From an optimization exercise on the open Yosys and OpenROAD flow, aimed at small area; shortcuts taken in it are not production practice. Function was checked by simulation only, so behaviour that the tests miss may differ from the original.

==> flow/design.v <==
module ts100_fprog (
    input  wire        clk,
    input  wire        rst_n,
    input  wire        h_valid,
    input  wire        h_write,
    input  wire [2:0]  h_size,
    input  wire [5:0]  h_addr,
    input  wire [31:0] h_wdata,
    output reg  [31:0] h_rdata,
    output wire        h_err,
    output wire [1:0]  a_op,
    output wire [31:0] a_addr,
    output wire [31:0] a_wdata,
    input  wire [31:0] a_rdata
);
    reg [31:0] fl_addr;
    reg [31:0] fl_data;
    reg [31:0] op_data;
    reg [13:2] op_addr;
    reg [5:0]  wcnt;
    reg [1:0]  os;
    reg        aw;
    reg        ck;
    reg        locked;
    reg        keyseq;
    reg        eop;
    reg        wrperr;
    reg        pgerr;
    reg        verr;
    reg        cmderr;
    reg [3:0]  errcode;
    wire bsy = os[1] | os[0];
    assign h_err = h_valid & ((h_size != 3'd4) | (h_addr[1:0] != 2'b00));
    wire       wr = h_valid & h_write & ~h_err;
    wire [3:0] ra = h_addr[5:2];
    wire wr_key  = wr & (ra == 4'h8);
    wire wr_cmd  = wr & (ra == 4'h9);
    wire wr_addr = wr & (ra == 4'hA);
    wire wr_data = wr & (ra == 4'hB);
    wire wr_stat = wr & (ra == 4'hC);
    wire [31:0] stat_val = {14'd0, os, 3'd0, keyseq, errcode, 1'b0,
                            cmderr, verr, pgerr, wrperr, eop, locked, bsy};
    always @(*) begin
        case (ra)
            4'hA:    h_rdata = fl_addr;
            4'hB:    h_rdata = fl_data;
            4'hC:    h_rdata = stat_val;
            default: h_rdata = 32'd0;
        endcase
    end
    wire in_range  = (fl_addr[31:14] == 18'h02000);
    wire page_algn = (fl_addr[9:0] == 10'd0);
    wire word_algn = (fl_addr[1:0] == 2'd0);
    wire page_wrp  = (fl_addr[13:10] == 4'h0) | (fl_addr[13:10] == 4'hF);
    wire c_res   = |h_wdata[31:2];
    wire c_any   = ~c_res & (h_wdata[1] | h_wdata[0]);    
    wire c_op    = ~c_res & (h_wdata[1] ^ h_wdata[0]);    
    wire c_lk    = ~c_res & h_wdata[1] & h_wdata[0];      
    wire c_algn  = h_wdata[1] ? word_algn : page_algn;
    wire e_res   = wr_cmd & c_res;                                    
    wire e_busy  = wr_cmd & c_any & bsy;                              
    wire do_lock = wr_cmd & c_lk & ~bsy;
    wire c_run   = wr_cmd & c_op & ~bsy;
    wire e_lckd  = c_run & locked;                                    
    wire c_chk   = c_run & ~locked;
    wire e_range = c_chk & ~in_range;                                 
    wire e_align = c_chk & in_range & ~c_algn;                        
    wire e_wrp   = c_chk & in_range & c_algn & page_wrp;              
    wire accept  = c_chk & in_range & c_algn & ~page_wrp;
    wire k_act   = wr_key & locked;
    wire k_match = ((h_wdata & 32'h7777_7777) == 32'h4567_0123) &
                   ((h_wdata & 32'h8888_8888) == ({32{keyseq}} & 32'h8888_8888));
    wire e_key   = k_act & ~k_match;                                  
    wire tick = bsy & ~wr;
    assign a_op[1] = tick & ~aw & ~ck & (os[1] ^ os[0]);
    assign a_op[0] = tick & os[1] & (os[0] | ~aw);
    assign a_addr  = {18'h02000, op_addr, 2'b00};
    assign a_wdata = op_data;
    wire ones    = &a_rdata;
    wire match   = (a_rdata == op_data);
    wire st_ok   = ~a_rdata[1] & a_rdata[0];
    wire st_fail = a_rdata[1] & ~a_rdata[0];
    wire last_w  = &op_addr[9:2];
    wire tmo     = (wcnt == 6'b100000);       
    wire vfy     = tick & os[1] & os[0];
    wire e_ver   = vfy & (ck ? ~match : ~ones);                       
    wire v_done  = vfy & ~e_ver & (ck | last_w);
    wire v_next  = vfy & ~e_ver & ~ck & ~last_w;
    wire awt     = tick & aw;                 
    wire go_v    = awt & st_ok;
    wire e_fail  = awt & st_fail;                                     
    wire e_tmo   = awt & ~st_ok & ~st_fail & tmo;                     
    wire pchk    = tick & ~aw & ck & ~os[0];  
    wire e_ne    = pchk & ~ones;                                      
    wire issue   = tick & ~aw & ~ck & (os[1] ^ os[0]);
    wire finish  = e_ver | v_done | e_fail | e_tmo | e_ne;
    wire set_cmd = e_res | e_busy | e_lckd | e_key | e_range | e_align;
    wire set_pg  = e_ne | e_fail | e_tmo;
    wire raise   = set_cmd | e_wrp | set_pg | e_ver;
    wire [3:0] code;
    assign code[0] = e_res | e_lckd | e_range | e_wrp | (e_fail & ~os[1]) | e_tmo;
    assign code[1] = e_busy | e_lckd | e_align | e_wrp | (e_fail & os[1]) | e_tmo;
    assign code[2] = e_key | e_range | e_align | e_wrp | e_ver;
    assign code[3] = set_pg | e_ver;
    wire no_err  = ~wrperr & ~pgerr & ~verr & ~cmderr;
    wire w1c_clr = wr_stat & ~(wrperr & ~h_wdata[3]) & ~(pgerr & ~h_wdata[4]) &
                   ~(verr & ~h_wdata[5]) & ~(cmderr & ~h_wdata[6]);
    wire ea_ld = wr_addr & rst_n, ea_hd = ~wr_addr & rst_n;
    wire ed_ld = wr_data & rst_n, ed_hd = ~wr_data & rst_n;
    always @(posedge clk) begin
        fl_addr <= (h_wdata & {32{ea_ld}}) | (fl_addr & {32{ea_hd}});
        fl_data <= (h_wdata & {32{ed_ld}}) | (fl_data & {32{ed_hd}});
    end
    always @(posedge clk) begin
        if (accept) begin
            op_addr <= fl_addr[13:2];
            op_data <= fl_data;
        end else if (v_next) begin
            op_addr[9:2] <= op_addr[9:2] + 8'd1;
        end
        if (!aw)
            wcnt <= 6'd0;
        else if (tick)
            wcnt <= {wcnt[4:0], wcnt[5] ^ wcnt[4] ^ (wcnt[4:0] == 5'd0)};
        if (accept) begin
            aw <= 1'b0;
            ck <= h_wdata[1];
        end else begin
            if (issue) aw <= 1'b1;
            if (go_v) begin
                aw <= 1'b0;
                ck <= os[1];
            end
            if (pchk) ck <= 1'b0;
        end
    end
    always @(posedge clk) begin
        if (!rst_n) begin
            os      <= 2'd0;
            locked  <= 1'b1;
            keyseq  <= 1'b0;
            eop     <= 1'b0;
            wrperr  <= 1'b0;
            pgerr   <= 1'b0;
            verr    <= 1'b0;
            cmderr  <= 1'b0;
            errcode <= 4'd0;
        end else begin
            if (accept)      os <= h_wdata[1:0];
            else if (finish) os <= 2'd0;
            else if (go_v)   os <= 2'd3;
            if (k_act) begin
                keyseq <= ~keyseq & k_match;
                if (keyseq & k_match) locked <= 1'b0;
            end
            if (do_lock) begin
                locked <= 1'b1;
                keyseq <= 1'b0;
            end
            eop    <= (eop    & ~(wr_stat & h_wdata[2])) | v_done;
            wrperr <= (wrperr & ~(wr_stat & h_wdata[3])) | e_wrp;
            pgerr  <= (pgerr  & ~(wr_stat & h_wdata[4])) | set_pg;
            verr   <= (verr   & ~(wr_stat & h_wdata[5])) | e_ver;
            cmderr <= (cmderr & ~(wr_stat & h_wdata[6])) | set_cmd;
            if (raise & no_err) errcode <= code;
            else if (w1c_clr)   errcode <= 4'd0;
        end
    end
endmodule
Settings: LEC_CHECK=0, CAP_MARGIN=20, CORE_MARGIN=2, CORE_UTILIZATION=40, SLEW_MARGIN=20; clock period 10.0 ns.
standard.sh (not shown) runs the stock make flow with config.mk's settings and CLKGATE_MAP_FILE= SYNTH_SCRIPT=/design/flow/synth_recipe.tcl, a recipe that flattens the netlist after the stock synthesis.
==> flow/flow/run.sh <==
#!/bin/bash
# The standard layout with three changes:
#  * after the standard synthesis, the combinational logic is re-mapped for
#    area with ABC (flip-flops and their names untouched, see remap.sh);
#  * the port buffers are the smallest buffer cell;
#  * the clock tree uses clkbuf_4 cells and no dummy loads.
set -euo pipefail
cd "$(dirname "$0")/.."
work=$PWD
export BUFFER_PORTS_ARGS="-buffer_cell sky130_fd_sc_hd__buf_1"
export CTS_ARGS="-sink_clustering_enable -repair_clock_nets -dont_use_dummy_load -sink_clustering_size 10 -buf_list {sky130_fd_sc_hd__clkbuf_2 sky130_fd_sc_hd__clkbuf_4}"
res=$work/orfs/results/$FLOW_PLATFORM/ts100_fprog/base
lib=$FLOW_HOME/platforms/$FLOW_PLATFORM/lib/sky130_fd_sc_hd__tt_025C_1v80.lib

# 1. standard synthesis, up to the Yosys netlist
bash standard.sh "$res/1_2_yosys.v" > standard_synth.log 2>&1

# 2. area re-map of the combinational logic
cp "$res/1_2_yosys.v" "$work/synth_standard.v"
bash flow/remap.sh "$work/synth_standard.v" "$work/synth_remap.v" "$lib" "$work/flow/remap.abc" > remap.log 2>&1
cp "$work/synth_remap.v" "$res/1_2_yosys.v"
touch "$res/1_2_yosys.v"

# 3. the rest of the standard layout
bash standard.sh finish > standard_flow.log 2>&1
==> flow/flow/remap.abc <==
&get -n
&st
&deepsyn -T 60
&dch -f
&nf -R 1000 -p
&put
topo
==> flow/flow/remap.sh <==
#!/bin/bash
# remap.sh IN.v OUT.v LIB ABC_SCRIPT
# Re-maps the combinational logic of a mapped netlist for area with ABC. Every
# flip-flop and tie cell instance is kept as it is (same name, same cell), so
# the registers stay those of the standard synthesis.
set -euo pipefail
in=$1; out=$2; lib=$3; script=$4
yosys_bin=$(command -v yosys || echo "$FLOW_HOME/../tools/install/yosys/bin/yosys")
keep=$(grep -oE "sky130_fd_sc_hd__(df|edf|sdf|dl|conb)[a-z0-9_]*" "$in" | sort -u | tr '\n' ' ')
cat > "$out.ys" <<EOT
read_liberty -ignore_miss_func $lib
read_verilog $in
hierarchy -top $FLOW_TOP
setattr -mod -set keep_hierarchy 1 $keep
flatten
rename -hide w:*.*
opt_clean -purge
abc -liberty $lib -dont_use sky130_fd_sc_hd__probe_p_8 -dont_use sky130_fd_sc_hd__probec_p_8 -dont_use sky130_fd_sc_hd__lpflow_* -script $script
splitnets
opt_clean -purge
hilomap -singleton -hicell sky130_fd_sc_hd__conb_1 HI -locell sky130_fd_sc_hd__conb_1 LO
insbuf -buf sky130_fd_sc_hd__buf_4 A X
blackbox $keep
write_verilog -noattr -noexpr $out
EOT
"$yosys_bin" -s "$out.ys"
The starting point completed with no timing, DRC or antenna violations.
Rerun with:
==> flow/flow/run.sh (replaced) <==
#!/bin/bash
set -euo pipefail
cd "$(dirname "$0")/.."
export BUFFER_PORTS_ARGS="-buffer_cell sky130_fd_sc_hd__buf_1"
export CTS_ARGS="-sink_clustering_enable -repair_clock_nets -dont_use_dummy_load -sink_clustering_levels 1 -sink_clustering_size 32 -sink_clustering_max_diameter 150 -buf_list {sky130_fd_sc_hd__clkbuf_8}"
bash standard.sh finish > standard_flow.log 2>&1
removed: flow/flow/remap.abc
removed: flow/flow/remap.sh
The changed run ran to the end with no violations.
Clock-buffer cell count is unchanged.
Routed wire length drops by about 5%.
Fmax drops by about 1.9%.
Non-clock buffer count drops by 2.

-- port drivers added, routing unchanged --
In the flow no input, the clock included, has a driving cell. The finished layouts below were timed again as built, in two steps. Step 1 assumes that a clkbuf_16 drives the clock port and a buf_2 every other input. Step 2, shift: input delay + t, output delay - t, t = (earliest + latest rising clock arrival at the registers) / 2. This alone moves slack from input paths to output paths. Slacks: ideal ports / drivers / drivers and shift; pairs: ideal ports / drivers.
run	shift t [ns]	setup slack, ns	worst setup path at the end	pins driven straight from the clock port
the first run	0.532	4.488 / 4.460 / 4.460	input to output	1
the second run	0.471	4.383 / 4.363 / 4.363	input to output	1
After both steps setup and hold are still met in every run listed. The setup slack of the first run, which loses most, moves by -0.028 ns with the drivers and by -0.028 ns with both steps.
